Context: an optimization exercise on an open-source flow, tuned for small area. The choices shown serve that exercise and are no tape-out recipe.
Function was checked by simulation only, so behaviour that the tests miss may differ from the original.
Power and IR drop assume default switching activity.

### config.mk
export PLATFORM = sky130hd
export DESIGN_NAME = icsp_engine
export DESIGN_NICKNAME = icsp_engine
export VERILOG_FILES = /design/flow/design.v
export SDC_FILE = /design/flow/constraint.sdc
export NUM_CORES = 4
export LEC_CHECK = 0
export CAP_MARGIN = 20
export CORE_MARGIN = 2
export CORE_UTILIZATION = 40
export SLEW_MARGIN = 20
### constraint.sdc
create_clock -name core_clock -period 10.0 [get_ports {clk}]
set_input_delay 2.0000 -clock core_clock [delete_from_list [all_inputs] [get_ports {clk}]]
set_output_delay 2.0000 -clock core_clock [all_outputs]
set_load 0.01 [all_outputs]
### design.v
module icsp_engine (
    input  wire        clk,
    input  wire        rst,
    input  wire        req_valid,
    output wire        req_ready,
    input  wire [31:0] req_hdr,
    input  wire [16:0] req_nopd,
    input  wire        opd_valid,
    output wire        opd_ready,
    input  wire [31:0] opd_data,
    output reg         rsp_valid,
    output wire        rsp_status,
    output wire [31:0] rsp_data,
    input  wire        host_abort,
    output reg         icsp_mclr,
    output reg         icsp_clk,
    output reg         icsp_dat_o,
    output reg         icsp_dat_oe,
    input  wire        icsp_dat_i
);
    localparam [2:0] R_OK       = 3'd0,
                     R_NOT_PROG = 3'd1,
                     R_BAD_OP   = 3'd2,
                     R_BAD_ARG  = 3'd3,
                     R_ABORTED  = 3'd4;
    localparam [4:0] K_LOAD_CONFIG = 5'h00,
                     K_LOAD_PM     = 5'h02,
                     K_LOAD_DM     = 5'h03,
                     K_READ_PM     = 5'h04,
                     K_READ_DM     = 5'h05,
                     K_INC         = 5'h06,
                     K_RESET_ADDR  = 5'h16,
                     K_BEGIN_PROG  = 5'h08,
                     K_ERASE_PM    = 5'h09,
                     K_ERASE_DM    = 5'h0B;
    localparam [31:0] KEY = 32'h4D434850;
    localparam [3:0] CL_STATUS = 4'd0,
                     CL_SETT   = 4'd1,
                     CL_GETT   = 4'd2,
                     CL_SEND   = 4'd3,
                     CL_RECV   = 4'd4,
                     CL_ENTER  = 4'd5,
                     CL_EXIT   = 4'd6,
                     CL_RESET  = 4'd7,
                     CL_CMD    = 4'd8,
                     CL_READ   = 4'd9,
                     CL_ERASE  = 4'd10,
                     CL_WRITE  = 4'd11;
    localparam [4:0] S_IDLE     = 5'd0,
                     S_DECODE   = 5'd1,
                     S_FINISH   = 5'd2,
                     S_SETT     = 5'd3,
                     S_SEND     = 5'd4,
                     S_RAWDONE  = 5'd5,
                     S_EP_M1    = 5'd6,
                     S_EP_M0    = 5'd7,
                     S_EP_KEY   = 5'd8,
                     S_EP_TAIL  = 5'd9,
                     S_EP_SETTL = 5'd10,
                     S_MODE_END = 5'd11,
                     S_RT_M1    = 5'd12,
                     S_CMD_GO   = 5'd13,
                     S_RD_LOOP  = 5'd14,
                     S_RD_INC   = 5'd15,
                     S_ER_PM2   = 5'd16,
                     S_WR_B     = 5'd17,
                     S_WR_C     = 5'd18,
                     S_WR_SKIP  = 5'd19,
                     S_WR_LOOP  = 5'd20,
                     S_WR_LOAD  = 5'd21,
                     S_WR_PROG  = 5'd22,
                     S_WR_INC   = 5'd23;
    localparam [1:0] P_NONE = 2'd0,
                     P_WAIT = 2'd1,    
                     P_SUB  = 2'd2,    
                     P_OPD  = 2'd3;    
    localparam [2:0] C_IDLE  = 3'd0,
                     C_OPC   = 3'd1,
                     C_WAIT1 = 3'd2,
                     C_FRAME = 3'd3,
                     C_WAIT2 = 3'd4,
                     C_DONE  = 3'd5,
                     C_FIN   = 3'd6;
    localparam [3:0] B_IDLE   = 4'd0,
                     B_DAT    = 4'd1,
                     B_RISE   = 4'd2,
                     B_FALL   = 4'd3,
                     B_NEXT   = 4'd4,
                     B_DIRIN  = 4'd5,
                     B_RRISE  = 4'd6,
                     B_RFALL  = 4'd7,
                     B_RNEXT  = 4'd8,
                     B_DIROUT = 4'd9;
    reg [4:0]  st;
    reg [1:0]  pend;
    reg [2:0]  cst;
    reg [3:0]  bst;
    reg        bw;           
    reg        cstart, bstart, cdone, bdone;
    reg [3:0]  cls;
    reg [1:0]  rgn;
    reg [15:0] arg;          
    reg [4:0]  cmd_sel;      
    reg [2:0]  res;
    reg        last_q;       
    reg        session;
    reg        cur_valid;
    reg        cur_space;
    reg [15:0] cur_off;
    reg        fault_seen;
    reg [31:0] t0, t1, t2, t3, t4, t5;
    reg [31:0] cnt;
    reg [31:0] sreg;
    reg [5:0]  left;
    wire run = (pend == P_NONE);
    wire [7:0]  h_op    = req_hdr[7:0];
    wire [1:0]  h_rgn   = req_hdr[9:8];
    wire [5:0]  h_nbits = req_hdr[15:10];
    wire [15:0] h_count = req_hdr[31:16];
    reg        d_known, d_badarg, d_noop, d_needprog;
    reg [16:0] d_nopd;
    reg [3:0]  d_cls;
    wire d_is_cmd    = (h_op[7:4] == 4'h2) && (!h_op[3] || h_op[2:1] == 2'b00);
    wire d_is_region = (h_op == 8'h30) || (h_op == 8'h31) || (h_op == 8'h32);
    always @(*) begin
        d_known = 1'b0;
        d_cls   = CL_STATUS;
        case (h_op)
            8'h00: begin d_known = 1'b1; d_cls = CL_STATUS; end
            8'h01: begin d_known = 1'b1; d_cls = CL_SETT;   end
            8'h02: begin d_known = 1'b1; d_cls = CL_GETT;   end
            8'h08: begin d_known = 1'b1; d_cls = CL_SEND;   end
            8'h09: begin d_known = 1'b1; d_cls = CL_RECV;   end
            8'h10: begin d_known = 1'b1; d_cls = CL_ENTER;  end
            8'h11: begin d_known = 1'b1; d_cls = CL_EXIT;   end
            8'h12: begin d_known = 1'b1; d_cls = CL_RESET;  end
            8'h30: begin d_known = 1'b1; d_cls = CL_READ;   end
            8'h31: begin d_known = 1'b1; d_cls = CL_ERASE;  end
            8'h32: begin d_known = 1'b1; d_cls = CL_WRITE;  end
            default: begin d_known = d_is_cmd; d_cls = CL_CMD; end
        endcase
        if (h_op == 8'h08 || h_op == 8'h01 ||
            h_op == 8'h20 || h_op == 8'h21 || h_op == 8'h22)
            d_nopd = 17'd1;
        else if (h_op == 8'h32)
            d_nopd = {1'b0, h_count};
        else
            d_nopd = 17'd0;
        d_badarg = 1'b0;
        if ((h_op == 8'h08 || h_op == 8'h09) &&
            (h_nbits == 6'd0 || (h_nbits[5] && h_nbits[4:0] != 5'd0)))
            d_badarg = 1'b1;
        if (d_is_region && h_rgn == 2'd3)
            d_badarg = 1'b1;
        if ((h_op == 8'h01 || h_op == 8'h02) &&
            (h_count[15:3] != 13'd0 || (h_count[2] && h_count[1])))
            d_badarg = 1'b1;
        if (req_nopd != d_nopd)
            d_badarg = 1'b1;
        if (h_op == 8'h31 && h_rgn == 2'd2)
            d_badarg = 1'b1;
        if (h_op == 8'h32 && h_rgn == 2'd2 &&
            h_count != 16'd0 && h_count != 16'd2)
            d_badarg = 1'b1;
        d_noop     = d_is_region && (h_count == 16'd0);
        d_needprog = d_is_cmd || d_is_region;
    end
    wire cls_out = !cmd_sel[3] && !cmd_sel[2];                     
    wire cls_in  = !cmd_sel[3] && cmd_sel[2] && !cmd_sel[1];       
    wire timed   = cmd_sel[3];                                     
    wire k_lcfg  = !cmd_sel[3] && !cmd_sel[2] && !cmd_sel[1];      
    wire k_inc   = !cmd_sel[4] && cmd_sel[2] && cmd_sel[1];        
    wire k_rst   = cmd_sel[4];                                     
    function gt32;
        input [31:0] a, b;
        integer k;
        reg g;
        begin
            g = 1'b0;
            for (k = 0; k < 32; k = k + 1)
                g = (a[k] & ~b[k]) | (a[k] & g) | (~b[k] & g);
            gt32 = g;
        end
    endfunction
    function [31:0] dec32;
        input [31:0] a;
        integer k;
        reg b;
        begin
            b = 1'b1;
            for (k = 0; k < 32; k = k + 1) begin
                dec32[k] = a[k] ^ b;
                b = b & ~a[k];
            end
        end
    endfunction
    function [5:0] dec6;
        input [5:0] a;
        integer k;
        reg b;
        begin
            b = 1'b1;
            for (k = 0; k < 6; k = k + 1) begin
                dec6[k] = a[k] ^ b;
                b = b & ~a[k];
            end
        end
    endfunction
    function [15:0] inc16;
        input [15:0] a;
        integer k;
        reg c;
        begin
            c = 1'b1;
            for (k = 0; k < 16; k = k + 1) begin
                inc16[k] = a[k] ^ c;
                c = c & a[k];
            end
        end
    endfunction
    wire t2gt1   = gt32(t2, t1);
    reg [5:0] tsh;
    always @(*) begin
        tsh = 6'd0;
        if (bst != B_IDLE)
            tsh[0] = 1'b1;
        else if (cst != C_IDLE) begin
            if (cst == C_WAIT1 && timed && t2gt1)
                tsh[2] = 1'b1;
            else
                tsh[1] = 1'b1;
        end else if (cls == CL_GETT) begin
            case (arg[2:0])
                3'd0: tsh[0] = 1'b1;
                3'd1: tsh[1] = 1'b1;
                3'd2: tsh[2] = 1'b1;
                3'd3: tsh[3] = 1'b1;
                3'd4: tsh[4] = 1'b1;
                default: tsh[5] = 1'b1;
            endcase
        end else if (cls == CL_RESET)
            tsh[5] = 1'b1;
        else if (cls == CL_ENTER) begin
            if (st == S_EP_SETTL)
                tsh[4] = 1'b1;
            else
                tsh[3] = 1'b1;
        end
    end
    wire [31:0] tsel = ({32{tsh[0]}} & t0) | ({32{tsh[1]}} & t1) |
                       ({32{tsh[2]}} & t2) | ({32{tsh[3]}} & t3) |
                       ({32{tsh[4]}} & t4) | ({32{tsh[5]}} & t5);
    wire cnt_zero = (cnt == 32'd0);
    function ltc32;
        input [31:0] a, c;
        integer k;
        reg l;
        begin
            l = 1'b0;
            for (k = 0; k < 32; k = k + 1)
                l = c[k] ? (~a[k] | l) : (~a[k] & l);
            ltc32 = l;
        end
    endfunction
    wire below_floor = ltc32(t0, 32'd100) || ltc32(t1, 32'd1000) ||
                       ltc32(t2, 32'd5000000) || ltc32(t3, 32'd1000000);
    wire m_opc   = (cst == C_WAIT1);
    wire m_frame = (cst == C_WAIT2);
    wire m_key   = (cst == C_IDLE) && (cls == CL_ENTER);
    wire m_recv  = m_frame ? cls_in : (cst == C_IDLE) && (cls == CL_RECV);
    reg opc_bit;
    always @(*) begin
        case (left[2:0])
            3'd6:    opc_bit = cmd_sel[0];
            3'd5:    opc_bit = cmd_sel[1];
            3'd4:    opc_bit = cmd_sel[2];
            3'd3:    opc_bit = cmd_sel[3];
            3'd2:    opc_bit = cmd_sel[4];
            default: opc_bit = 1'b0;
        endcase
    end
    localparam [31:0] KEY_BY_LEFT = 32'h14258564;
    wire       f_edge = m_frame && ((left == 6'd16) || (left == 6'd1));
    wire       bitval = m_opc ? opc_bit :
                        m_key ? KEY_BY_LEFT[left[4:0]] :
                        f_edge ? 1'b0 : sreg[0];
    wire       tx_shift = !(m_opc || (m_frame && left == 6'd16));
    wire [5:0] nload = m_opc   ? 6'd6 :
                       m_frame ? 6'd16 :
                       m_key   ? ((st == S_EP_TAIL) ? 6'd32 : 6'd1) :
                       arg[5:0];
    wire        fin_fault   = fault_seen || (res == R_NOT_PROG) ||
                              (res == R_BAD_OP) || (res == R_BAD_ARG);
    wire [31:0] status_word = {cur_off, 7'd0, cur_space, cur_valid, below_floor,
                               fin_fault, session, 1'b0, res};
    assign rsp_data = sreg;
    assign rsp_status = rsp_valid && (st == S_IDLE);
    assign req_ready  = (st == S_IDLE);
    assign opd_ready  = (pend == P_OPD);
    wire        t_we  = (st == S_SETT) && run;
    wire [31:0] wd0   = sreg & {32{~rst}};
    wire [31:0] wd1   = sreg | {32{rst}};
    localparam [31:0] RV0 = 32'd100, RV1 = 32'd1000, RV2 = 32'd5000000,
                      RV3 = 32'd10000000, RV4 = 32'd10000000, RV5 = 32'd500000000;
    always @(posedge clk) begin
        if (rst || (t_we && arg[2:0] == 3'd0)) t0 <= (RV0 & wd1) | (~RV0 & wd0);
        if (rst || (t_we && arg[2:0] == 3'd1)) t1 <= (RV1 & wd1) | (~RV1 & wd0);
        if (rst || (t_we && arg[2:0] == 3'd2)) t2 <= (RV2 & wd1) | (~RV2 & wd0);
        if (rst || (t_we && arg[2:0] == 3'd3)) t3 <= (RV3 & wd1) | (~RV3 & wd0);
        if (rst || (t_we && arg[2:0] == 3'd4)) t4 <= (RV4 & wd1) | (~RV4 & wd0);
        if (rst || (t_we && arg[2:0] == 3'd5)) t5 <= (RV5 & wd1) | (~RV5 & wd0);
    end
    wire [15:0] off_inc = inc16(cur_off);
    wire        eq1     = (off_inc == arg);
    reg cnt_ld;
    always @(*) begin
        cnt_ld = 1'b0;
        if (bst != B_IDLE && !bw &&
            (bst == B_DAT || bst == B_RISE || bst == B_FALL ||
             bst == B_DIRIN || bst == B_RRISE || bst == B_RFALL))
            cnt_ld = 1'b1;
        if ((cst == C_WAIT1 || cst == C_WAIT2) && bdone)
            cnt_ld = 1'b1;
        if (run && st == S_DECODE && (cls == CL_ENTER || cls == CL_RESET))
            cnt_ld = 1'b1;
        if (run && (st == S_EP_M1 || st == S_EP_M0 || st == S_EP_SETTL ||
                    st == S_RT_M1))
            cnt_ld = 1'b1;
    end
    integer i;
    wire sh_tx = !bw && bst == B_DAT && tx_shift;
    wire sh_rx = !bw && bst == B_RFALL;
    wire sh_rd = sh_rx && m_frame;
    reg  [31:0] rx_ins;
    always @(*)
        for (i = 0; i < 32; i = i + 1)
            rx_ins[i] = sh_rx && !m_frame && (arg[4:0] == ((i + 1) % 32));
    reg  [31:0] shifted;
    always @(*) begin
        for (i = 0; i < 32; i = i + 1)
            shifted[i] = rx_ins[i] ? icsp_dat_i : ((i == 31) ? 1'b0 : sreg[(i + 1) % 32]);
        if (sh_rd) begin
            shifted[31] = icsp_dat_i;
            shifted[15] = 1'b0;
            shifted[14] = icsp_dat_i && (left != 6'd1);
        end
    end
    always @(posedge clk) begin
        cnt <= cnt_ld ? tsel : dec32(cnt);
        if (run && st == S_DECODE)
            sreg <= tsel;
        else if (run && st == S_FINISH)
            sreg <= status_word;
        else if (pend == P_OPD && opd_valid)
            sreg <= opd_data;
        else if (sh_tx || sh_rx)
            sreg <= shifted;
        if (bst == B_IDLE && bstart)
            left <= nload;
        else if (!bw && (bst == B_FALL || bst == B_RFALL))
            left <= dec6(left);
    end
    always @(posedge clk) begin
        if (rst) begin
            st          <= S_IDLE;
            pend        <= P_NONE;
            cst         <= C_IDLE;
            bst         <= B_IDLE;
            bw          <= 1'b0;
            cstart      <= 1'b0;
            bstart      <= 1'b0;
            cdone       <= 1'b0;
            bdone       <= 1'b0;
            session     <= 1'b0;
            cur_valid   <= 1'b0;
            cur_space   <= 1'b0;
            cur_off     <= 16'd0;
            fault_seen  <= 1'b0;
            icsp_mclr   <= 1'b1;
            icsp_clk    <= 1'b0;
            icsp_dat_o  <= 1'b0;
            icsp_dat_oe <= 1'b1;
            rsp_valid   <= 1'b0;
        end else begin
            rsp_valid <= 1'b0;
            cstart    <= 1'b0;
            bstart    <= 1'b0;
            cdone     <= 1'b0;
            bdone     <= 1'b0;
            if (bw) begin
                if (cnt_zero)
                    bw <= 1'b0;
            end else begin
                case (bst)
                    B_IDLE: begin
                        if (bstart)
                            bst <= m_recv ? B_DIRIN : B_DAT;
                    end
                    B_DAT: begin
                        icsp_dat_o <= bitval;
                        bw  <= 1'b1;
                        bst <= B_RISE;
                    end
                    B_RISE: begin
                        icsp_clk <= 1'b1;
                        bw  <= 1'b1;
                        bst <= B_FALL;
                    end
                    B_FALL: begin
                        icsp_clk <= 1'b0;
                        bw  <= 1'b1;
                        bst <= B_NEXT;
                    end
                    B_NEXT: begin
                        if (left == 6'd0) begin
                            bdone <= 1'b1;
                            bst   <= B_IDLE;
                        end else begin
                            bst   <= B_DAT;
                        end
                    end
                    B_DIRIN: begin
                        icsp_dat_oe <= 1'b0;
                        bw  <= 1'b1;
                        bst <= B_RRISE;
                    end
                    B_RRISE: begin
                        icsp_clk <= 1'b1;
                        bw  <= 1'b1;
                        bst <= B_RFALL;
                    end
                    B_RFALL: begin
                        icsp_clk <= 1'b0;
                        bw  <= 1'b1;
                        bst <= B_RNEXT;
                    end
                    B_RNEXT: begin
                        bst <= (left == 6'd0) ? B_DIROUT : B_RRISE;
                    end
                    B_DIROUT: begin
                        icsp_dat_oe <= 1'b1;
                        bdone <= 1'b1;
                        bst   <= B_IDLE;
                    end
                    default: bst <= B_IDLE;
                endcase
            end
            case (cst)
                C_IDLE:  if (cstart) cst <= C_OPC;
                C_OPC: begin
                    bstart <= 1'b1;
                    cst    <= C_WAIT1;
                end
                C_WAIT1: if (bdone) cst <= C_FRAME;
                C_FRAME: begin
                    if (cnt_zero) begin
                        if (cls_out || cls_in) begin
                            bstart <= 1'b1;
                            cst    <= C_WAIT2;
                        end else begin
                            cst    <= C_FIN;
                        end
                    end
                end
                C_WAIT2: if (bdone) cst <= C_DONE;
                C_DONE: begin
                    if (cnt_zero) begin
                        cdone <= 1'b1;
                        cst   <= C_IDLE;
                    end
                end
                C_FIN: begin
                    cdone <= 1'b1;
                    cst   <= C_IDLE;
                end
                default: cst <= C_IDLE;
            endcase
            case (pend)
                P_WAIT: if (cnt_zero) pend <= P_NONE;
                P_OPD:  if (opd_valid) pend <= P_NONE;
                P_SUB: begin
                    if (cdone || (bdone && cst == C_IDLE))
                        pend <= P_NONE;
                    if (cdone) begin
                        if (k_lcfg || k_rst) begin
                            cur_valid <= 1'b1;
                            cur_space <= k_lcfg;
                            cur_off   <= 16'd0;
                        end
                        if (k_inc && cur_valid)
                            cur_off <= off_inc;
                        if (cls_in)
                            rsp_valid <= 1'b1;
                    end
                end
                default: begin
                    case (st)
                        S_IDLE: begin
                            if (req_valid) begin
                                case (h_op[3:0])
                                    4'd0:    cmd_sel <= K_LOAD_CONFIG;
                                    4'd1:    cmd_sel <= K_LOAD_PM;
                                    4'd2:    cmd_sel <= K_LOAD_DM;
                                    4'd3:    cmd_sel <= K_READ_PM;
                                    4'd4:    cmd_sel <= K_READ_DM;
                                    4'd5:    cmd_sel <= K_INC;
                                    4'd6:    cmd_sel <= K_RESET_ADDR;
                                    4'd7:    cmd_sel <= K_BEGIN_PROG;
                                    4'd8:    cmd_sel <= K_ERASE_PM;
                                    default: cmd_sel <= K_ERASE_DM;
                                endcase
                                rgn     <= h_rgn;
                                arg     <= {h_count[15:6],
                                            (h_op[3] && !h_op[4] && !h_op[5]) ? h_nbits
                                                                               : h_count[5:0]};
                                last_q  <= 1'b0;
                                st      <= S_DECODE;
                                if (!d_known) begin
                                    res <= R_BAD_OP;
                                    cls <= CL_STATUS;
                                end else if (d_badarg) begin
                                    res <= R_BAD_ARG;
                                    cls <= CL_STATUS;
                                end else if (d_noop) begin
                                    res <= R_OK;
                                    cls <= CL_STATUS;
                                end else if (d_needprog && !session) begin
                                    res <= R_NOT_PROG;
                                    cls <= CL_STATUS;
                                end else begin
                                    res <= R_OK;
                                    cls <= d_cls;
                                end
                            end
                        end
                        S_DECODE: begin
                            case (cls)
                                CL_SETT: begin
                                    pend <= P_OPD;
                                    st   <= S_SETT;
                                end
                                CL_GETT: begin
                                    rsp_valid <= 1'b1;
                                    st        <= S_FINISH;
                                end
                                CL_SEND: begin
                                    pend <= P_OPD;
                                    st   <= S_SEND;
                                end
                                CL_RECV: begin
                                    bstart <= 1'b1;
                                    pend   <= P_SUB;
                                    st     <= S_RAWDONE;
                                end
                                CL_ENTER: begin
                                    pend <= P_WAIT;
                                    st   <= S_EP_M1;
                                end
                                CL_EXIT: begin
                                    icsp_mclr <= 1'b1;
                                    st        <= S_MODE_END;
                                end
                                CL_RESET: begin
                                    icsp_mclr <= 1'b0;
                                    pend      <= P_WAIT;
                                    st        <= S_RT_M1;
                                end
                                CL_CMD: begin
                                    if (cls_out)
                                        pend <= P_OPD;
                                    st <= S_CMD_GO;
                                end
                                CL_READ: begin
                                    cstart  <= 1'b1;
                                    cmd_sel <= (rgn == 2'd2) ? K_LOAD_CONFIG : K_RESET_ADDR;
                                    pend    <= P_SUB;
                                    st      <= S_RD_LOOP;
                                end
                                CL_ERASE: begin
                                    cstart  <= 1'b1;
                                    cmd_sel <= (rgn == 2'd0) ? K_LOAD_CONFIG : K_ERASE_DM;
                                    pend    <= P_SUB;
                                    st      <= (rgn == 2'd0) ? S_ER_PM2 : S_FINISH;
                                end
                                CL_WRITE: begin
                                    cstart <= 1'b1;
                                    pend   <= P_SUB;
                                    if (rgn == 2'd1) begin
                                        cmd_sel <= K_ERASE_DM;
                                        st      <= S_WR_C;
                                    end else begin
                                        cmd_sel <= K_LOAD_CONFIG;
                                        st      <= (rgn == 2'd0) ? S_WR_B : S_WR_SKIP;
                                    end
                                end
                                default: st <= S_FINISH;
                            endcase
                        end
                        S_FINISH: begin
                            fault_seen <= fin_fault;
                            rsp_valid  <= 1'b1;
                            st         <= S_IDLE;
                        end
                        S_SETT: st <= S_FINISH;
                        S_SEND: begin
                            bstart <= 1'b1;
                            pend   <= P_SUB;
                            st     <= S_RAWDONE;
                        end
                        S_RAWDONE: begin
                            cur_valid <= 1'b0;
                            if (cls == CL_RECV)
                                rsp_valid <= 1'b1;
                            st <= S_FINISH;
                        end
                        S_EP_M1: begin
                            icsp_mclr <= 1'b1;
                            pend      <= P_WAIT;
                            st        <= S_EP_M0;
                        end
                        S_EP_M0: begin
                            icsp_mclr <= 1'b0;
                            pend      <= P_WAIT;
                            st        <= S_EP_KEY;
                        end
                        S_EP_KEY: begin
                            bstart <= 1'b1;
                            pend   <= P_SUB;
                            st     <= S_EP_TAIL;
                        end
                        S_EP_TAIL: begin
                            bstart <= 1'b1;
                            pend   <= P_SUB;
                            st     <= S_EP_SETTL;
                        end
                        S_EP_SETTL: begin
                            pend <= P_WAIT;
                            st   <= S_MODE_END;
                        end
                        S_RT_M1: begin
                            icsp_mclr <= 1'b1;
                            pend      <= P_WAIT;
                            st        <= S_MODE_END;
                        end
                        S_MODE_END: begin
                            session   <= (cls == CL_ENTER);
                            cur_valid <= 1'b0;
                            cur_space <= 1'b0;
                            cur_off   <= 16'd0;
                            st        <= S_FINISH;
                        end
                        S_CMD_GO: begin
                            cstart <= 1'b1;
                            pend   <= P_SUB;
                            st     <= S_FINISH;
                        end
                        S_RD_LOOP: begin
                            if (last_q) begin
                                st <= S_FINISH;
                            end else if (k_inc && host_abort) begin
                                res <= R_ABORTED;
                                st  <= S_FINISH;
                            end else begin
                                cstart  <= 1'b1;
                                cmd_sel <= (rgn == 2'd1) ? K_READ_DM : K_READ_PM;
                                pend    <= P_SUB;
                                st      <= S_RD_INC;
                            end
                        end
                        S_RD_INC: begin
                            cstart  <= 1'b1;
                            cmd_sel <= K_INC;
                            last_q  <= eq1;
                            pend    <= P_SUB;
                            st      <= S_RD_LOOP;
                        end
                        S_ER_PM2: begin
                            cstart  <= 1'b1;
                            cmd_sel <= K_ERASE_PM;
                            pend    <= P_SUB;
                            st      <= S_FINISH;
                        end
                        S_WR_B: begin
                            cstart  <= 1'b1;
                            cmd_sel <= K_ERASE_PM;
                            pend    <= P_SUB;
                            st      <= S_WR_C;
                        end
                        S_WR_C: begin
                            cstart  <= 1'b1;
                            cmd_sel <= K_RESET_ADDR;
                            pend    <= P_SUB;
                            st      <= S_WR_LOOP;
                        end
                        S_WR_SKIP: begin
                            if (cur_off[2:0] == 3'd7) begin
                                cmd_sel <= K_LOAD_CONFIG;
                                st      <= S_WR_LOOP;
                            end else begin
                                cstart  <= 1'b1;
                                cmd_sel <= K_INC;
                                pend    <= P_SUB;
                            end
                        end
                        S_WR_LOOP: begin
                            if (last_q) begin
                                st <= S_FINISH;
                            end else if (k_inc &&
                                         (rgn != 2'd0 || cur_off[3:0] == 4'd0) &&
                                         host_abort) begin
                                res <= R_ABORTED;
                                st  <= S_FINISH;
                            end else begin
                                pend <= P_OPD;
                                st   <= S_WR_LOAD;
                            end
                        end
                        S_WR_LOAD: begin
                            cstart  <= 1'b1;
                            cmd_sel <= (rgn == 2'd1) ? K_LOAD_DM : K_LOAD_PM;
                            pend    <= P_SUB;
                            st      <= S_WR_PROG;
                        end
                        S_WR_PROG: begin
                            last_q <= (rgn == 2'd2) ? !cur_off[0] : eq1;
                            if (rgn != 2'd0 || cur_off[3:0] == 4'd15 || eq1) begin
                                cstart  <= 1'b1;
                                cmd_sel <= K_BEGIN_PROG;
                                pend    <= P_SUB;
                            end
                            st <= S_WR_INC;
                        end
                        S_WR_INC: begin
                            cstart  <= 1'b1;
                            cmd_sel <= K_INC;
                            pend    <= P_SUB;
                            st      <= S_WR_LOOP;
                        end
                        default: st <= S_IDLE;
                    endcase
                end
            endcase
        end
    end
endmodule
### flow/run.sh
#!/bin/bash
# Layout flow: the standard flow (standard.sh) with these changes:
#  - synthesis maps the combinational logic with an area-oriented ABC
#    script (flow/area.abc) and without Yosys's full/half-adder extraction
#    (ADDER_MAP_FILE empty); the rest of the synthesis script is the standard flow's, so
#    the registers are the standard synthesis's;
#  - the port buffers are the smallest buffer, sky130_fd_sc_hd__buf_1;
#  - clock tree synthesis uses clkbuf_8 leaf clusters of at most 16 sinks and
#    no dummy loads.
# Each tool's output is in orfs/logs/; make's output is in flow_make.log.
set -euo pipefail
here=$(pwd)
{ cat "$here/flow/abc_override.tcl"; cat "$here/synth_recipe.tcl"; } > "$here/flow_synth.tcl"
sed "s|SYNTH_SCRIPT=[^ ]*|SYNTH_SCRIPT=$here/flow_synth.tcl ADDER_MAP_FILE=|" standard.sh > "$here/flow_standard.sh"
export FLOW_ABC_SCRIPT="$here/flow/area.abc"
export CTS_ARGS="-sink_clustering_enable -repair_clock_nets -dont_use_dummy_load -buf_list sky130_fd_sc_hd__clkbuf_16 -sink_clustering_size 32 -sink_clustering_max_diameter 70"
export BUFFER_PORTS_ARGS="-buffer_cell sky130_fd_sc_hd__buf_1"
bash "$here/flow_standard.sh" finish > "$here/flow_make.log" 2>&1
### flow/abc_override.tcl
# Use this flow's ABC script for the technology mapping of the
# combinational logic (ORFS's synth.tcl calls abc once, with -script).
# Registers are mapped before abc runs and abc is not given -dff, so the
# registers are the standard synthesis's.
proc abc {args} {
  set i [lsearch -exact $args -script]
  if {$i >= 0} {
    set args [lreplace $args [expr {$i + 1}] [expr {$i + 1}] $::env(FLOW_ABC_SCRIPT)]
  }
  yosys abc {*}$args
}
### flow/area.abc
strash
&get -n
&st
&deepsyn -T 90
&dch
&nf -R 1000 -p
&st
&syn2
&dch
&nf -R 1000 -p
&put
topo
### standard.sh
#!/bin/bash
# synth_recipe.tcl (not shown) runs the flow's synth.tcl, then flattens the netlist and writes it again
# the make line also repeats each setting of config.mk as NAME=value (left out here)
make -C /OpenROAD-flow-scripts/flow DESIGN_CONFIG=/design/flow/config.mk WORK_HOME=/design/flow/orfs CLKGATE_MAP_FILE= SYNTH_SCRIPT=/design/flow/synth_recipe.tcl "${@:-finish}"
==> results of run 1 <==
## registers in the layout, indices dropped and copies added (netlist names), 3 cells and up
register  cells
t1           32
res           3
t0           32
t4           32
left          6
arg          16
cst           3
t3           32
cmd_sel       5
bst           4
cls           4
sreg         32
t2           32
cur_off      16
t5           32
st            5
cnt          32
## worst max path at each step
stage	cells after the start	end	start	slack, ps
after global placement	22	cst[2]	cnt[1]	3880
after floorplan	28	sreg[5]	t1[0]	4500
after CTS	22	cst[2]	cnt[1]	3750
after global routing	22	cst[2]	cnt[1]	3040
final	22	cst[2]	cnt[1]	3750
after detailed placement	22	cst[2]	cnt[1]	3810
## cell usage after synthesis (4+ instances only)
cell	n	area [um^2]
edfxtp_1	261	7840
nand2_1	139	522
nor2_1	124	465
o21ai_0	124	621
a21oi_1	82	410
dfxtp_1	76	1520
clkinv_1	54	203
nor2b_1	52	325
nor3_1	51	255
a221oi_1	43	377
a22oi_1	39	293
nand2b_1	35	219
nand3_1	33	165
or2_0	29	181
a222oi_1	25	250
nor4_1	25	156
xnor2_1	25	219
o22ai_1	24	150
xor2_1	21	184
a31oi_1	16	100
nand4_1	16	100
a221o_1	15	150
and2_0	14	87.6
mux2_1	14	158
o21bai_1	14	105
o21a_1	11	82.6
a22o_1	9	78.8
and3_1	9	56.3
a211oi_1	8	60.1
o311ai_0	7	61.3
o31ai_1	7	52.6
or3_1	7	43.8
or4_1	7	52.6
a2bb2oi_1	6	52.6
nand3b_1	6	45.0
o211ai_1	6	45.0
o221ai_1	6	52.6
nor3b_1	5	37.5
o2111ai_1	5	43.8
o2bb2ai_1	5	43.8
mux2i_1	4	40.0
o41ai_1	4	35.0
## routing by layer
layer  part of all wire [%]  vias to the layer above  global-route usage (%)  wire length (um)
li1                       -                     6247                       -                 -
met1                     40                     6735                    35.1             23200
met2                     48                      632                    44.9             27400
met3                    7.5                      105                    3.64              4330
met4                    4.5                        2                    12.3              2600
met5                  0.023                        -                       0                13
## worst reg2reg max path, delay by kind of cell, from the launching register on
| kind | cells | cell delay [ps] |
|---|---|---|
| DFF | 1 | 340 |
| and+or+nand+nor | 21 | 5610 |
| AOI/OAI and AO/OA | 1 | 150 |
## layout make-up
class / count / share of cell area (%)
Sequential cell: 337 / 50.9
Multi-Input combinational cell: 1106 / 37.1
Timing Repair Buffer: 156 / 3.92
Tap cell: 525 / 3.58
Clock buffer: 25 / 3.41
Inverter: 54 / 1.10
## kinds of logic (layout without fill, tap and decap cells)
group | Yosys count | after routing | synth area share [%]
simple gates | 558 | 558 | 17.0
buf+inv | 54 | 235 | 1.25
xor+xnor | 46 | 46 | 2.48
fa+ha+maj | 3 | 3 | 0.185
flops | 337 | 337 | 57.6
mux | 18 | 18 | 1.22
compound gates | 481 | 481 | 20.2
## stage by stage
stage | std cells | total power [uW] | utilization, % | hold slack, ps | instance area [um^2]
after global routing | 2203 | 5120 | 46.0 | 495 | 18400
after floorplan | 1497 | 3220 | - | 427 | 16200
after CTS | 2202 | 4850 | 46.0 | 483 | 18300
after detailed placement | 2177 | 3960 | 44.4 | 461 | 17700
final | 2203 | 4890 | 46.0 | 471 | 18400
after global placement | 2177 | 3940 | 44.4 | 466 | 17700
## where the power goes
part | switching, uW | internal [uW]
Combinational | 1120 | 581
Sequential | 297 | 1990
Clock | 461 | 440
==> reports/metrics.csv, run 1 <==
metric;value;unit
status;complete, no violations;
worst_path_max_delay_cell;or4_1;
cts_setup_buffers;0;
pin_count;127;
r2r-start;cnt[1];
drt_first_iter_violations;1443;
r2r.worst_path.cells;22;
syn-num-nets;1584;
min_from;cstart;
yosysWarnings;1;
hold_path_class;reg -> reg;
min_path_cells;2;
crit_fanout;5;
cp_cell_sequence;or4_1, nor4_1, nand2b_1, nor3_1, nand2b_1, nor3_1, nand2b_1, nor3_1, nand2b_1, nor3_1, nand2b_1, nor3_1, nand2b_1, nor3_1, nand2b_1, nor3_1, nand2b_1, nor3_1, nand2b_1, nor2b_1, o21ai_0, nor3b_1;
cts_hold_buf;0;
drc;0;
hpwl;39.8;mm
timing.slew.headroom;33.0;%
grt_util_all_layers;27.0;%
fin_worst_skew;34.0;ps
synth_seq_cells;337;
seqCellArea;9360;um^2
syn_avg_cell_area;10.9;um^2
grt_antenna_before_repair;1;
drive_gt1_share;4.29;%
ys.flop_type;edfxtp_1;
final_common_cell;edfxtp_1;
grt_pass1_wl;84.1;mm
synth_edf_count;261;
antenna_cells;0;
finalSetupTns;0;ps
power_density;266;nW/um^2
wire_per_inst;26.1;um
core_area;39900;um^2
rr_endpoint;cst[2];
gp_congestion;0.960;
drv_slew;0;
setup_viol;0;
period_share;62.5;%
cp_top_family;simple AND/OR/NAND/NOR gates;
ys_seq_area_share;57.6;%
area_growth;13.1;%
syn_inst;1497;
clkSlewWorstSetupHoldPaths;80;ps
crit_top_cell;nand2b_1;
max_cap_violations;0;
synthArstFlopShare;0;%
hold_end;cst[0];
cts.sinks;337;
finalWirelength;57.5;mm
port_buffers;126;
dr_total_vias;13700;
mostFrequentLayoutCells;261 x edfxtp_1, 139 x nand2_1, 125 x buf_1;
p_leak;0.00591;uW
die_w;206;um
fp-row-count;73;
start_util;40.7;%
critPathKind;reg -> reg;
dpl_worst_slack;3810;ps
nFillCells;3722;
root_buffer;clkbuf_16;
reg2reg_slack;3750;ps
worst-slew-pin-transition;1000;ps
cts_buffer_depth;3;
hold_viol_final;0;
end_kind;flop;
first_global_vias;13200;
die_h;206;um
fmax;160;MHz
rsz0062_at_grt;false;
grt_max_degree;64;
dieArea;42200;um^2
numCtsBuffers;25;
synthDistinctLibCells;65;
htree_levels;1;
syn_area;16200;um^2
crit_buf_inv;0;
required;10410;ps
worst_slack;3750;ps
clkLatencyLatePin;560;ps
startpoint_type;flop;
viasPerCell;6.23;
grt_overflow;0;
first_pass_iters;6;
cts_resized;0;
period_minus_slack;6250;ps
arrival;6660;ps
peakVddDrop;0.000133;V
crit_path_max_incr_delay;650;ps
cts_tree;yes;
fin_nets;1767;
multi_input_area;6810;um^2
antenna_left;0;
==> inputs of run 2 (changes only) <==
--- a/flow/run.sh
+++ b/flow/run.sh
@@ -13,6 +13,6 @@
 { cat "$here/flow/abc_override.tcl"; cat "$here/synth_recipe.tcl"; } > "$here/flow_synth.tcl"
 sed "s|SYNTH_SCRIPT=[^ ]*|SYNTH_SCRIPT=$here/flow_synth.tcl ADDER_MAP_FILE=|" standard.sh > "$here/flow_standard.sh"
 export FLOW_ABC_SCRIPT="$here/flow/area.abc"
-export CTS_ARGS="-sink_clustering_enable -repair_clock_nets -dont_use_dummy_load -buf_list sky130_fd_sc_hd__clkbuf_16 -sink_clustering_size 32 -sink_clustering_max_diameter 70"
+export CTS_ARGS="-sink_clustering_enable -repair_clock_nets -dont_use_dummy_load -buf_list sky130_fd_sc_hd__clkbuf_8 -sink_clustering_size 16 -sink_clustering_max_diameter 50"
 export BUFFER_PORTS_ARGS="-buffer_cell sky130_fd_sc_hd__buf_1"
 bash "$here/flow_standard.sh" finish > "$here/flow_make.log" 2>&1
==> reports/metrics.csv, run 2 <==
metric;value;unit
status;complete, no violations;
first_global_vias;13400;
hpwl;39.3;mm
clkSlewWorstSetupHoldPaths;90;ps
cp_top_family;simple AND/OR/NAND/NOR gates;
dr_total_vias;13900;
synth_seq_cells;337;
fin_worst_skew;101;ps
peakVddDrop;0.000148;V
use_met3;3.63;%
ys.flop_type;edfxtp_1;
final_common_cell;edfxtp_1;
p_leak;0.00597;uW
cts.sinks;337;
sw_frac_of_total;40.0;%
start_util;40.7;%
required;10470;ps
finalSetupTns;0;ps
syn_area;16300;um^2
crit_buf_inv;0;
fmax;161;MHz
cts_buffer_depth;3;
cp_cell_sequence;or4_1, nor4_1, nand2b_1, nor3_1, nand2b_1, nor3_1, nand2b_1, or4_1, nor3_1, nand2b_1, or4_1, nor3_1, nand2b_1, or4_1, or4_1, nor2b_1, a21oi_1, a211oi_1;
pin_count;127;
critPathKind;reg -> reg;
cts_tree;yes;
synth_fa_ha_area_share;0.0614;%
viasPerCell;6.25;
synth_top_family_by_area;compound AO/OA/AOI/OAI gates;
synth_common_cells;261 x edfxtp_1, 152 x nand2_1, 138 x nor2_1, 79 x o21ai_0, 76 x dfxtp_1;
crit_path_max_incr_delay;620;ps
crit_fanout;6;
synthArstFlopShare;0;%
syn-num-nets;1601;
grt_pass1_wl;82.8;mm
grt_overflow;0;
worst-slew-pin-transition;1190;ps
syn_inst;1514;
synth-compound-area-share;19.7;%
worst_path_max_delay_cell;or4_1;
grt_util_all_layers;26.2;%
hold_viol_final;0;
cts_setup_buffers;0;
met2_usage;43.8;%
mostFrequentLayoutCells;261 x edfxtp_1, 152 x nand2_1, 135 x nor2_1;
p_clk_share;16.3;%
ys_seq_area_share;57.4;%
grt_antenna_before_repair;0;
die_h;206;um
gp_congestion;0.943;
synth_xor_area_share;2.26;%
grt_max_degree;63;
yosys.area_share.simple;18.5;%
area_growth;12.4;%
port_buffers;126;
fp-row-count;73;
synthDistinctLibCells;59;
syn_avg_cell_area;10.8;um^2
antenna_left;0;
drv_slew;0;
die_w;206;um
timing.slew.headroom;19.8;%
finalWirelength;55.5;mm
end_kind;flop;
power;4910;uW
cts_hold_buf;0;
synth.top_cell.area_share;48.1;%
htree_levels;2;
clkLatencyLatePin;640;ps
hold_path_class;reg -> reg;
root_buffer;clkbuf_8;
period_share;62.3;%
synth_top_area_cell;edfxtp_1;
drive_gt1_share;4.87;%
busiest_layer;met2;
p_sw;1960;uW
setup_viol;0;
wire_per_inst;24.9;um
drc;0;
numCtsBuffers;38;
yosys-mux-area-fraction;0.837;%
dieArea;42400;um^2
met1_usage;34.7;%
seq_power_share;48.7;%
power_frac_comb;35.0;%
arrival;6700;ps
period_minus_slack;6230;ps
startpoint_type;flop;
p_int;2950;uW
cts_resized;0;
synth_area_leaders;edfxtp_1 48%, dfxtp_1 9.3%, nand2_1 3.5%;
yosysWarnings;1;
power_density;268;nW/um^2
fin_nets;1794;
core_area;40000;um^2
drt_first_iter_violations;1408;
synth.most_common_cell;edfxtp_1;
max_cap_violations;0;
synth_edf_count;261;
first_pass_iters;5;
rsz0062_at_grt;false;
-- run 2: cell types whose count changed after synthesis, moves of 11 or more --
cell | before | now
o21ai_0 | 124 | 79
a22oi_1 | 39 | 71
a222oi_1 | 25 | 2
o211ai_1 | 6 | 27
a221o_1 | 15 | 29
nor2_1 | 124 | 138
a221oi_1 | 43 | 30
nand2_1 | 139 | 152
a31oi_1 | 16 | 28
xnor2_1 | 25 | 13
a21oi_1 | 82 | 71
-- run 2: logic make-up after synthesis --
logic type / count (synthesis)
and+or+nand+nor: 607
AOI/OAI and AO/OA: 461
DFF: 337
buffers and inverters: 53
xor gates and xnor gates: 42
muxes: 13
adders and majority gates: 1
-- run 2: final cells by class --
class / count / area [um^2]
fill: 3848 / 21700
sequential: 337 / 9360
multi-input combinational: 1124 / 6860
timing repair buffer: 153 / 721
tap: 525 / 657
clock buffer: 38 / 523
inverter: 53 / 199
antenna: 2 / 5.00
-- run 2: metal layers --
metal,up-vias,share of wire (%)
met2,658,48
li1,6332,-
met1,6863,42
met5,-,0
met4,0,3.2
met3,93,7.4
-- run 2: power groups by stage --
stage	Combinational [uW]	Sequential [uW]	Clock, uW
CTS	1700	2380	824
global route	1880	2420	868
floorplan	1050	2280	0
global placement	1670	2400	0
finish	1720	2390	802
detailed placement	1690	2410	0
-- run 2: through the flow --
step | setup slack (ps) | utilization [%] | hold slack [ps] | instances | instance area (um^2)
detailed placement | 3840 | 44.4 | 463 | 2190 | 17800
finish | 3770 | 45.8 | 477 | 2232 | 18300
global route | 3190 | 45.8 | 526 | 2230 | 18300
floorplan | 3900 | - | 427 | 1514 | 16300
global placement | 3970 | 44.3 | 444 | 2189 | 17700
CTS | 3780 | 45.7 | 476 | 2228 | 18300
-- run 2: worst paths after layout --
path,start,end,slack [ps],cells after the start
min reg2reg,cur_space,cur_space,480,1
min,cur_space,cur_space,480,1
max reg2reg,cnt[0],cst[2],3770,18
max,cnt[0],cst[2],3770,18
==> inputs of run 3 (changes only) <==
--- a/flow/run.sh
+++ b/flow/run.sh
@@ -13,6 +13,6 @@
 { cat "$here/flow/abc_override.tcl"; cat "$here/synth_recipe.tcl"; } > "$here/flow_synth.tcl"
 sed "s|SYNTH_SCRIPT=[^ ]*|SYNTH_SCRIPT=$here/flow_synth.tcl ADDER_MAP_FILE=|" standard.sh > "$here/flow_standard.sh"
 export FLOW_ABC_SCRIPT="$here/flow/area.abc"
-export CTS_ARGS="-sink_clustering_enable -repair_clock_nets -dont_use_dummy_load -buf_list sky130_fd_sc_hd__clkbuf_8 -sink_clustering_size 16 -sink_clustering_max_diameter 50"
+export CTS_ARGS="-sink_clustering_enable -repair_clock_nets -dont_use_dummy_load -buf_list \"sky130_fd_sc_hd__clkbuf_2 sky130_fd_sc_hd__clkbuf_4 sky130_fd_sc_hd__clkbuf_8 sky130_fd_sc_hd__clkbuf_16\" -sink_clustering_size 16 -sink_clustering_max_diameter 50"
 export BUFFER_PORTS_ARGS="-buffer_cell sky130_fd_sc_hd__buf_1"
 bash "$here/flow_standard.sh" finish > "$here/flow_make.log" 2>&1
==> reports/metrics.csv, run 3 <==
metric;value;unit
status;complete, no violations;
cp_top_family;simple AND/OR/NAND/NOR gates;
p_leak;0.00608;uW
clkLatencyLatePin;550;ps
startpoint_type;flop;
hold_path_class;reg -> reg;
power_density;277;nW/um^2
crit_fanout;5;
cts.sinks;337;
synth_area_leaders;edfxtp_1 48%, dfxtp_1 9.4%, o21ai_0 3.8%;
max_cap_violations;0;
syn_area;16200;um^2
hpwl;39.8;mm
finalWirelength;57.6;mm
critPathKind;reg -> reg;
arrival;6590;ps
core_area;39900;um^2
postPlaceCellArea;17700;um^2
setup_viol;0;
finalSetupTns;0;ps
fin_worst_skew;55.5;ps
synth_edf_count;261;
drv_slew;0;
synth.most_common_cell;edfxtp_1;
cts_setup_buffers;0;
synth_seq_cells;337;
gp_congestion;0.960;
grt_util_all_layers;27.2;%
synth_top_area_cell;edfxtp_1;
ys.flop_type;edfxtp_1;
port_buffers;126;
die_w;206;um
synthDistinctLibCells;65;
die_h;206;um
area_growth;15.2;%
fmax;161;MHz
wire_per_inst;26.0;um
numCtsBuffers;39;
yosysWarnings;1;
period_minus_slack;6200;ps
htree_levels;2;
grt_max_degree;64;
drt_first_iter_violations;1475;
cts_resized;0;
grt_overflow;0;
grt_pass1_wl;84.6;mm
cp_cell_sequence;or4_1, nor4_1, nand2b_1, nor3_1, nand2b_1, nor3_1, nand2b_1, nor3_1, nand2b_1, nor3_1, nand2b_1, nor3_1, nand2b_1, nor3_1, nand2b_1, nor3_1, nand2b_1, nor3_1, nand2b_1, nor2b_1, o21ai_0, nor3b_1;
crit_buf_inv;0;
dr_total_vias;13700;
worst_path_max_delay_cell;or4_1;
fp-row-count;73;
post-route-util;46.9;%
worst-slew-pin-transition;1030;ps
viasPerCell;6.20;
clkSlewWorstSetupHoldPaths;50;ps
root_buffer;clkbuf_16;
peakVddDrop;0.000129;V
dieArea;42200;um^2
pin_count;127;
first_pass_iters;7;
first_global_vias;13400;
timing.slew.headroom;31.5;%
end_kind;flop;
dpl.cell_count;2177;
power;5190;uW
start_util;40.7;%
syn_avg_cell_area;10.9;um^2
hold_viol_final;0;
synth_common_cells;261 x edfxtp_1, 139 x nand2_1, 124 x nor2_1, 124 x o21ai_0, 82 x a21oi_1;
cts_hold_buf;0;
cts_buffer_depth;3;
synth.top_cell.area_share;48.2;%
crit_path_max_incr_delay;650;ps
antenna_cells;0;
mostFrequentLayoutCells;261 x edfxtp_1, 139 x nand2_1, 125 x buf_1;
ys_seq_area_share;57.6;%
drc;0;
synthArstFlopShare;0;%
required;10390;ps
rsz0062_at_grt;false;
antenna_left;0;
syn_inst;1497;
syn-num-nets;1584;
grt_antenna_before_repair;1;
cts_tree;yes;
final_common_cell;edfxtp_1;
crit_top_cell;nand2b_1;
drive_gt1_share;5.08;%
period_share;62.0;%
fin_nets;1781;
fin_area;18700;um^2
fin_cells;2217;
run 3: per-layer routing:
metal	routed length (um)	vias to the layer above	track usage, %
li1	-	6281	-
met1	23000	6664	34.9
met2	27200	661	45.2
met3	4590	127	4.10
met4	2810	2	12.6
met5	13	-	0
run 3: report_power, final:
group	switching (uW)	total, uW	internal [uW]
sequential	299	2290	1990
combinational	1120	1700	581
clock	513	1190	681
total	1930	5190	3250
run 3: layout make-up:
type,instances,area (um^2)
clock buffer,39,976
fill,3702,21200
inverter,54,203
multi-input combinational,1106,6810
sequential,337,9360
tap,525,657
timing repair buffer,156,719
run 3: cell families (layout without fill, tap and decap cells):
family	after synthesis	count (layout)	synth area share, %
adders and majority gates	3	3	0.185
and+or+nand+nor	558	558	17.0
AOI/OAI and AO/OA	481	481	20.2
xor gates and xnor gates	46	46	2.48
muxes	18	18	1.22
buffers and inverters	54	249	1.25
DFF	337	337	57.6
run 3: worst register-to-register path, stage by stage, from the launching register on:
cell and delay [ps]:
dfxtp_1 330, or4_1 650, nor4_1 440, nand2b_1 170
nor3_1 260, nand2b_1 150, nor3_1 250, nand2b_1 150
nor3_1 370, nand2b_1 190, nor3_1 350, nand2b_1 180
nor3_1 310, nand2b_1 160, nor3_1 380, nand2b_1 160
nor3_1 310, nand2b_1 170, nor3_1 300, nand2b_1 200
nor2b_1 320, o21ai_0 150, nor3b_1 160
run 3: metrics by stage:
| stage | worst slack (ps) | hold slack (ps) |
|---|---|---|
| finish | 3800 | 466 |
| global route | 3070 | 487 |
| CTS | 3780 | 476 |
| detailed placement | 3810 | 461 |
| global placement | 3880 | 466 |
| floorplan | 4500 | 427 |
run 3: final timing paths:
path | start | end | slack [ps] | depth (start not counted)
worst max-delay path | cnt[1] | cst[2] | 3800 | 22
worst min-delay path | cstart | cst[0] | 470 | 2
worst max register to register | cnt[1] | cst[2] | 3800 | 22
worst min register to register | cstart | cst[0] | 470 | 2
==> inputs of run 4 (changes only) <==
--- a/design.v
+++ b/design.v
@@ -247,9 +247,26 @@
                 tsh[3] = 1'b1;
         end
     end
-    wire [31:0] tsel = ({32{tsh[0]}} & t0) | ({32{tsh[1]}} & t1) |
-                       ({32{tsh[2]}} & t2) | ({32{tsh[3]}} & t3) |
-                       ({32{tsh[4]}} & t4) | ({32{tsh[5]}} & t5);
+    reg cnt_ld;
+    always @(*) begin
+        cnt_ld = 1'b0;
+        if (bst != B_IDLE && !bw &&
+            (bst == B_DAT || bst == B_RISE || bst == B_FALL ||
+             bst == B_DIRIN || bst == B_RRISE || bst == B_RFALL))
+            cnt_ld = 1'b1;
+        if ((cst == C_WAIT1 || cst == C_WAIT2) && bdone)
+            cnt_ld = 1'b1;
+        if (run && st == S_DECODE && (cls == CL_ENTER || cls == CL_RESET))
+            cnt_ld = 1'b1;
+        if (run && (st == S_EP_M1 || st == S_EP_M0 || st == S_EP_SETTL ||
+                    st == S_RT_M1))
+            cnt_ld = 1'b1;
+    end
+    wire        t_use = cnt_ld || (run && st == S_DECODE);
+    wire [5:0]  tsg   = tsh & {6{t_use}};
+    wire [31:0] tsel = ({32{tsg[0]}} & t0) | ({32{tsg[1]}} & t1) |
+                       ({32{tsg[2]}} & t2) | ({32{tsg[3]}} & t3) |
+                       ({32{tsg[4]}} & t4) | ({32{tsg[5]}} & t5);
     wire cnt_zero = (cnt == 32'd0);
     function ltc32;
         input [31:0] a, c;
@@ -312,33 +329,19 @@
     end
     wire [15:0] off_inc = inc16(cur_off);
     wire        eq1     = (off_inc == arg);
-    reg cnt_ld;
-    always @(*) begin
-        cnt_ld = 1'b0;
-        if (bst != B_IDLE && !bw &&
-            (bst == B_DAT || bst == B_RISE || bst == B_FALL ||
-             bst == B_DIRIN || bst == B_RRISE || bst == B_RFALL))
-            cnt_ld = 1'b1;
-        if ((cst == C_WAIT1 || cst == C_WAIT2) && bdone)
-            cnt_ld = 1'b1;
-        if (run && st == S_DECODE && (cls == CL_ENTER || cls == CL_RESET))
-            cnt_ld = 1'b1;
-        if (run && (st == S_EP_M1 || st == S_EP_M0 || st == S_EP_SETTL ||
-                    st == S_RT_M1))
-            cnt_ld = 1'b1;
-    end
     integer i;
     wire sh_tx = !bw && bst == B_DAT && tx_shift;
     wire sh_rx = !bw && bst == B_RFALL;
     wire sh_rd = sh_rx && m_frame;
-    reg  [31:0] rx_ins;
+    wire rx_d  = sh_rx && !m_frame && icsp_dat_i;
+    reg  [31:0] rx_bit;
     always @(*)
         for (i = 0; i < 32; i = i + 1)
-            rx_ins[i] = sh_rx && !m_frame && (arg[4:0] == ((i + 1) % 32));
+            rx_bit[i] = rx_d && (arg[4:0] == ((i + 1) % 32));
     reg  [31:0] shifted;
     always @(*) begin
         for (i = 0; i < 32; i = i + 1)
-            shifted[i] = rx_ins[i] ? icsp_dat_i : ((i == 31) ? 1'b0 : sreg[(i + 1) % 32]);
+            shifted[i] = ((i == 31) ? 1'b0 : sreg[(i + 1) % 32]) | rx_bit[i];
         if (sh_rd) begin
             shifted[31] = icsp_dat_i;
             shifted[15] = 1'b0;
@@ -346,7 +349,7 @@
         end
     end
     always @(posedge clk) begin
-        cnt <= cnt_ld ? tsel : dec32(cnt);
+        cnt <= tsel | (dec32(cnt) & {32{!cnt_ld}});
         if (run && st == S_DECODE)
             sreg <= tsel;
         else if (run && st == S_FINISH)
==> flow/run.sh (replaced) <==
#!/bin/bash
# Layout flow: the standard flow (standard.sh) with these changes:
#  - synthesis maps the combinational logic with an area-oriented ABC
#    script (flow/area.abc) and without Yosys's full/half-adder extraction
#    (ADDER_MAP_FILE empty); the rest of the synthesis script is the standard flow's, so
#    the registers are the standard synthesis's;
#  - the port buffers are the smallest buffer, sky130_fd_sc_hd__buf_1;
#  - clock tree synthesis uses clkbuf_4 leaf clusters of at most 10 sinks and
#    no dummy loads.
# Each tool's output is in orfs/logs/; make's output is in flow_make.log.
set -euo pipefail
here=$(pwd)
{ cat "$here/flow/abc_override.tcl"; cat "$here/synth_recipe.tcl"; } > "$here/flow_synth.tcl"
sed "s|SYNTH_SCRIPT=[^ ]*|SYNTH_SCRIPT=$here/flow_synth.tcl ADDER_MAP_FILE=|" standard.sh > "$here/flow_standard.sh"
export FLOW_ABC_SCRIPT="$here/flow/area.abc"
export CTS_ARGS="-sink_clustering_enable -repair_clock_nets -dont_use_dummy_load -buf_list sky130_fd_sc_hd__clkbuf_4 -sink_clustering_size 10 -sink_clustering_max_diameter 40"
export BUFFER_PORTS_ARGS="-buffer_cell sky130_fd_sc_hd__buf_1"
bash "$here/flow_standard.sh" finish > "$here/flow_make.log" 2>&1
==> flow/area.abc (replaced) <==
strash
&get -n
&st
&deepsyn -T 45
&dch
&nf -R 1000 -p
&put
strash
&get -n
&st
&deepsyn -T 45
&dch
&nf -R 1000 -p
&put
strash
&get -n
&st
&deepsyn -T 45
&dch
&nf -R 1000 -p
&put
topo
==> reports/metrics.csv, run 4 <==
metric;value;unit
status;complete, no violations;
cts_tree;yes;
ys_seq_area_share;58.9;%
syn-num-nets;1569;
hold_path_class;reg -> reg;
cts_resized;0;
period_minus_slack;6460;ps
grt_util_all_layers;25.4;%
synth.most_common_cell;edfxtp_1;
ys.flop_type;edfxtp_1;
r2r-start;cnt[1];
finalSetupTns;0;ps
cts.sinks;337;
first_global_vias;12800;
root_buffer;clkbuf_4;
core_area;38900;um^2
rr_endpoint;cst[2];
syn_avg_cell_area;10.7;um^2
rsz0062_at_grt;false;
wire_per_inst;24.1;um
clkSlewWorstSetupHoldPaths;100;ps
peakVddDrop;0.000106;V
cts_setup_buffers;0;
cts_hold_buf;0;
synth_area_leaders;edfxtp_1 49%, dfxtp_1 9.6%, nand2_1 3.9%;
grt_max_degree;54;
syn_inst;1482;
busiest_layer;met2;
finalWirelength;52.8;mm
use_met3;4.12;%
worst_slack;3540;ps
cp_cell_sequence;nor3_1, nand2b_1, nor4_1, nand2b_1, nor3_1, nand2b_1, nor3_1, nand2b_1, nor3_1, nand2b_1, nor3_1, nand2b_1, nor3_1, nand2b_1, nor3_1, nand2b_1, nor3_1, nand2b_1, nor3_1, nand2b_1, nor2b_1, mux2i_1, nor2_1;
crit_path_max_incr_delay;410;ps
synth_edf_count;261;
antenna_left;0;
startpoint_type;flop;
p_int;2770;uW
port_buffers;126;
cts_buffer_depth;3;
worst_path_max_delay_cell;nor4_1;
clkLatencyLatePin;780;ps
crit_fanout;4;
max_cap_violations;0;
fin_cells;2196;
dpl.cell_count;2147;
met2_usage;41.1;%
first_pass_iters;6;
gp_congestion;0.891;
met1_usage;33.7;%
dieArea;41300;um^2
seq_power_share;51.1;%
required;10600;ps
fin_worst_skew;69.7;ps
cp.depth;23;
mostFrequentLayoutCells;261 x edfxtp_1, 164 x nand2_1, 125 x buf_1;
worst-slew-pin-transition;1010;ps
nFillCells;3782;
hpwl;37.4;mm
yosysWarnings;1;
synth_common_cells;261 x edfxtp_1, 165 x nand2_1, 121 x o21ai_0, 114 x nor2_1, 76 x dfxtp_1;
dr_total_vias;13300;
hold_viol_final;0;
synth_seq_cells;337;
die_w;203;um
synth.top_cell.area_share;49.4;%
critPathKind;reg -> reg;
p_sw;1860;uW
die_h;203;um
power_density;263;nW/um^2
viasPerCell;6.07;
hold_end;fault_seen;
htree_levels;2;
syn_area;15900;um^2
grt_pass1_wl;78.7;mm
end_kind;flop;
crit_top_cell;nand2b_1;
start_util;40.8;%
drv_slew;0;
r2r.worst_path.cells;23;
cp_top_family;simple AND/OR/NAND/NOR gates;
drc;0;
grt_overflow;0;
drive_gt1_share;5.07;%
power_frac_comb;34.3;%
reg2reg_slack;3540;ps
numCtsBuffers;48;
timing.slew.headroom;32.5;%
min_path_cells;2;
period_share;64.6;%
synthArstFlopShare;0;%
dpl_worst_slack;3740;ps
drt_first_iter_violations;1156;
final_common_cell;edfxtp_1;
synth_top_area_cell;edfxtp_1;
fin_nets;1766;
fmax;155;MHz
synthDistinctLibCells;60;
area_growth;11.0;%
grt_antenna_before_repair;1;
setup_viol;0;
arrival;7060;ps
min_from;fault_seen;
fp-row-count;72;
post-route-util;45.3;%
p_leak;0.00557;uW
crit_buf_inv;0;
pin_count;127;
sw_frac_of_total;40.1;%
p_clk_share;14.6;%
-- run 4: cell types whose count changed in the layout (fill, tap and decap cells not counted), moves of 14 or more --
cell       before  now
a21oi_1        82   68
clkbuf_4        0   48
a22oi_1        39   61
o211ai_1        6   20
clkbuf_16      39    0
nand2_1       139  164
nand3_1        32   58
a221o_1        15    0
a222oi_1       25    5
-- run 4: logic make-up (layout without fill, tap and decap cells) --
group	count (synthesis)	count (layout)	share of synthesized area, %
buffers and inverters	51	246	1.21
AO/OA/AOI/OAI	450	450	18.7
other	0	1	0
flip-flops	337	337	58.9
AND/OR/NAND/NOR	596	596	18.4
XOR/XNOR	43	43	2.37
multiplexers	5	5	0.347
-- run 4: worst max-delay path by stage --
stage,slack (ps),end,from
CTS,3690,cst[2],cnt[1]
global route,2720,cst[2],cnt[0]
floorplan,4640,sreg[5],st[1]
global placement,3820,cst[2],cnt[1]
finish,3540,cst[2],cnt[1]
detailed placement,3740,cst[2],cnt[1]
-- run 4: area by class of cell --
class                      count  area [um^2]  share of cell area (%)
timing repair buffer         147          632                    3.58
tap                          518          648                    3.68
multi-input combinational   1094         6430                    36.5
inverter                      51          191                    1.09
sequential                   337         9360                    53.1
clock buffer                  48          360                    2.04
antenna                        1         2.50                  0.0142
-- run 4: tightest hold or removal path, cell delays in order (launching register included) --
cell     delay, ps
dfxtp_1        320
nor2_1          50
nor2_1          80
-- run 4: per-stage QoR --
| stage | total power (uW) | instance area, um^2 | hold WS (ps) |
|---|---|---|---|
| 2_1_floorplan | 3250 | 15900 | 422 |
| 3_3_place_gp | 3930 | 17300 | 446 |
| 3_5_place_dp | 3960 | 17300 | 455 |
| 4_1_cts | 4630 | 17600 | 478 |
| 5_1_grt | 4890 | 17600 | 523 |
| 6_report | 4630 | 17600 | 478 |
-- run 4: power groups by stage --
stage	logic (uW)	registers [uW]	clock network, uW
after floorplan	980	2270	0
after global routing	1740	2410	738
after global placement	1550	2380	0
after CTS	1580	2360	694
final	1590	2370	677
after detailed placement	1570	2390	0
-- run 4: per-layer routing --
metal  vias up  part of all wire [%]  wire, um
met4         0                   4.2      2220
met1      6447                    43     22600
li1       6130                     -         -
met5         -                     0         0
met3       136                   7.0      3700
met2       623                    46     24300
==> inputs of run 5 (changes only) <==
==> flow/run.sh (replaced) <==
#!/bin/bash
# Layout flow: the standard flow (standard.sh) with these changes:
#  - synthesis maps the combinational logic with an area-oriented ABC
#    script (flow/area.abc) and without Yosys's full/half-adder extraction
#    (ADDER_MAP_FILE empty); the rest of the synthesis script is the standard flow's, so
#    the registers are the standard synthesis's;
#  - the port buffers are the smallest buffer, sky130_fd_sc_hd__buf_1;
#  - clock tree synthesis uses clkbuf_4 leaf clusters of at most 8 sinks and
#    no dummy loads.
# Each tool's output is in orfs/logs/; make's output is in flow_make.log.
set -euo pipefail
here=$(pwd)
{ cat "$here/flow/abc_override.tcl"; cat "$here/synth_recipe.tcl"; } > "$here/flow_synth.tcl"
sed "s|SYNTH_SCRIPT=[^ ]*|SYNTH_SCRIPT=$here/flow_synth.tcl ADDER_MAP_FILE=|" standard.sh > "$here/flow_standard.sh"
export FLOW_ABC_SCRIPT="$here/flow/area.abc"
export CTS_ARGS="-sink_clustering_enable -repair_clock_nets -dont_use_dummy_load -buf_list sky130_fd_sc_hd__clkbuf_4 -sink_clustering_size 8 -sink_clustering_max_diameter 36"
export BUFFER_PORTS_ARGS="-buffer_cell sky130_fd_sc_hd__buf_1"
bash "$here/flow_standard.sh" finish > "$here/flow_make.log" 2>&1
==> reports/metrics.csv, run 5 <==
metric;value;unit
area_growth;11.4;%
synthArstFlopShare;0;%
pin_count;127;
rsz0062_at_grt;false;
viasPerCell;6.09;
timing.slew.headroom;31.9;%
drt_first_iter_violations;1215;
grt_antenna_before_repair;1;
peakVddDrop;0.000106;V
drc;0;
cts_buffer_depth;3;
ys_seq_area_share;58.9;%
wl_met3;4.08;mm
hold_viol_final;0;
drv_slew;0;
max_cap_violations;0;
synthDistinctLibCells;60;
grt_max_degree;54;
cts_tree;yes;
startpoint_type;flop;
syn_inst;1482;
p_leak;0.00561;uW
start_util;40.8;%
synth_area_leaders;edfxtp_1 49%, dfxtp_1 9.6%, nand2_1 3.9%;
finalWirelength;52.7;mm
syn_area;15900;um^2
nFillCells;3781;
r2r.worst_path.cells;23;
min_path_cells;2;
yosys-mux-area-fraction;0.347;%
synth_common_cells;261 x edfxtp_1, 165 x nand2_1, 121 x o21ai_0, 114 x nor2_1, 76 x dfxtp_1;
end_kind;flop;
synth_top_area_cell;edfxtp_1;
period_minus_slack;6380;ps
drive_gt1_share;5.58;%
synth_edf_count;261;
fin_worst_skew;76.1;ps
cts_setup_buffers;0;
synth_top_family_by_area;compound AO/OA/AOI/OAI gates;
hpwl;37.4;mm
numCtsBuffers;57;
dr.max_layer_used;met4;
htree_levels;2;
cts.sinks;337;
fmax;157;MHz
port_buffers;126;
power_density;264;nW/um^2
yosysWarnings;1;
synth-compound-area-share;18.7;%
antenna_left;0;
wl_met2;24.4;mm
syn-num-nets;1569;
grt_overflow;0;
post-route-util;45.5;%
wire_per_inst;23.9;um
ys.flop_type;edfxtp_1;
synth.top_cell.area_share;49.4;%
worst-slew-pin-transition;1020;ps
synth_xor_area_share;2.37;%
setup_viol;0;
fin_cells;2205;
die_h;203;um
first_pass_iters;5;
fin_nets;1775;
route.layer.met1.wl;22.0;mm
yosys.area_share.simple;18.4;%
required;10660;ps
finalSetupTns;0;ps
crit_fanout;4;
synth_fa_ha_area_share;0;%
gp_congestion;0.891;
clkSlewWorstSetupHoldPaths;100;ps
cts_resized;0;
dr_total_vias;13400;
dpl.cell_count;2147;
die_w;203;um
cts_hold_buf;0;
period_share;63.8;%
syn_avg_cell_area;10.7;um^2
grt_pass1_wl;78.8;mm
mostFrequentLayoutCells;261 x edfxtp_1, 164 x nand2_1, 125 x buf_1;
postPlaceCellArea;17300;um^2
clkLatencyLatePin;820;ps
critPathKind;reg -> reg;
hold_path_class;reg -> reg;
grt_util_all_layers;25.4;%
fin_area;17700;um^2
status;complete, no violations;
synth.most_common_cell;edfxtp_1;
fp-row-count;72;
arrival;7040;ps
final_common_cell;edfxtp_1;
core_area;38900;um^2
first_global_vias;12800;
synth_seq_cells;337;
root_buffer;clkbuf_4;
dieArea;41300;um^2
run 5: cell types whose count changed in the layout (fill, tap and decap cells not counted):
cell / previous run / this run
clkbuf_4: 48 / 57
run 5: layer usage:
layer / track usage [%] / vias to the layer above
met1: 33.4 / 6528
met5: 0 / -
met4: 11.4 / 0
li1: - / 6141
met3: 4.52 / 122
met2: 41.1 / 647
run 5: per-stage QoR:
| step | power (uW) | hold slack (ps) | setup slack, ps |
|---|---|---|---|
| 3_3_place_gp | 3930 | 446 | 3820 |
| 4_1_cts | 4680 | 466 | 3680 |
| 6_report | 4680 | 442 | 3620 |
| 5_1_grt | 4940 | 465 | 2700 |
| 3_5_place_dp | 3960 | 455 | 3740 |
| 2_1_floorplan | 3250 | 422 | 4640 |
run 5: logic make-up after synthesis:
family / count (synthesis)
and+or+nand+nor: 596
AOI/OAI and AO/OA: 450
DFF: 337
buffers and inverters: 51
xor gates and xnor gates: 43
muxes: 5
run 5: where the power goes:
part	switching, uW	internal, uW
sequential	352	2020
clock	467	259
combinational	1050	537
total	1860	2810
run 5: area by class of cell:
cell class / instances / area (um^2) / area share (%)
multi-input combinational: 1094 / 6430 / 36.4
antenna: 1 / 2.50 / 0.0141
inverter: 51 / 191 / 1.08
clock buffer: 57 / 428 / 2.42
timing repair buffer: 147 / 632 / 3.57
sequential: 337 / 9360 / 52.9
tap: 518 / 648 / 3.66
run 5: final timing paths:
| check | from | endpoint | slack [ps] |
|---|---|---|---|
| hold reg to reg | cstart | cst[0] | 440 |
| setup / recovery | cnt[1] | cst[2] | 3620 |
| setup reg to reg | cnt[1] | cst[2] | 3620 |
| hold / removal | cstart | cst[0] | 440 |
run 5: critical path, cell delays in order (launching register included):
cell and delay, ps:
dfxtp_1 350, nor3_1 350, nand2b_1 190, nor4_1 410
nand2b_1 180, nor3_1 320, nand2b_1 170, nor3_1 320
nand2b_1 170, nor3_1 350, nand2b_1 180, nor3_1 330
nand2b_1 170, nor3_1 330, nand2b_1 180, nor3_1 350
nand2b_1 170, nor3_1 340, nand2b_1 180, nor3_1 360
nand2b_1 220, nor2b_1 330, mux2i_1 220, nor2_1 60

==> what the ideal ports hide <==
The results above use ideal ports. As a check the final layouts listed here were re-extracted and re-timed, cells and wires unchanged.
Step 1 sets driving cells, clkbuf_16 on the clock port and buf_2 on the other inputs (assumed; they add their load-dependent delay and slew).
Step 2 moves the port delays by t, midway between the first and last clock arrival at a register: inputs arrive t later, outputs are due t later. That takes back most of the time a late clock gives input paths.
Slacks: ideal ports / drivers / drivers and shift; pairs: ideal ports / drivers.
run	t, ns	slack for setup (ns)	hold slack, ns	clock arrival spread, ns	cell pins on the clock port's net
run 1	0.596	3.753 / 3.753 / 3.753	0.471 / 0.471 / 0.471	0.034 / 0.034	1
run 2	0.637	3.770 / 3.770 / 3.770	0.477 / 0.477 / 0.477	0.101 / 0.101	1
run 3	0.575	3.796 / 3.796 / 3.796	0.466 / 0.466 / 0.466	0.055 / 0.055	1
run 4	0.796	3.545 / 3.545 / 3.545	0.478 / 0.478 / 0.478	0.070 / 0.070	1
run 5	0.826	3.619 / 3.619 / 3.619	0.442 / 0.442 / 0.442	0.086 / 0.086	1
After both steps setup and hold are still met in every run listed.
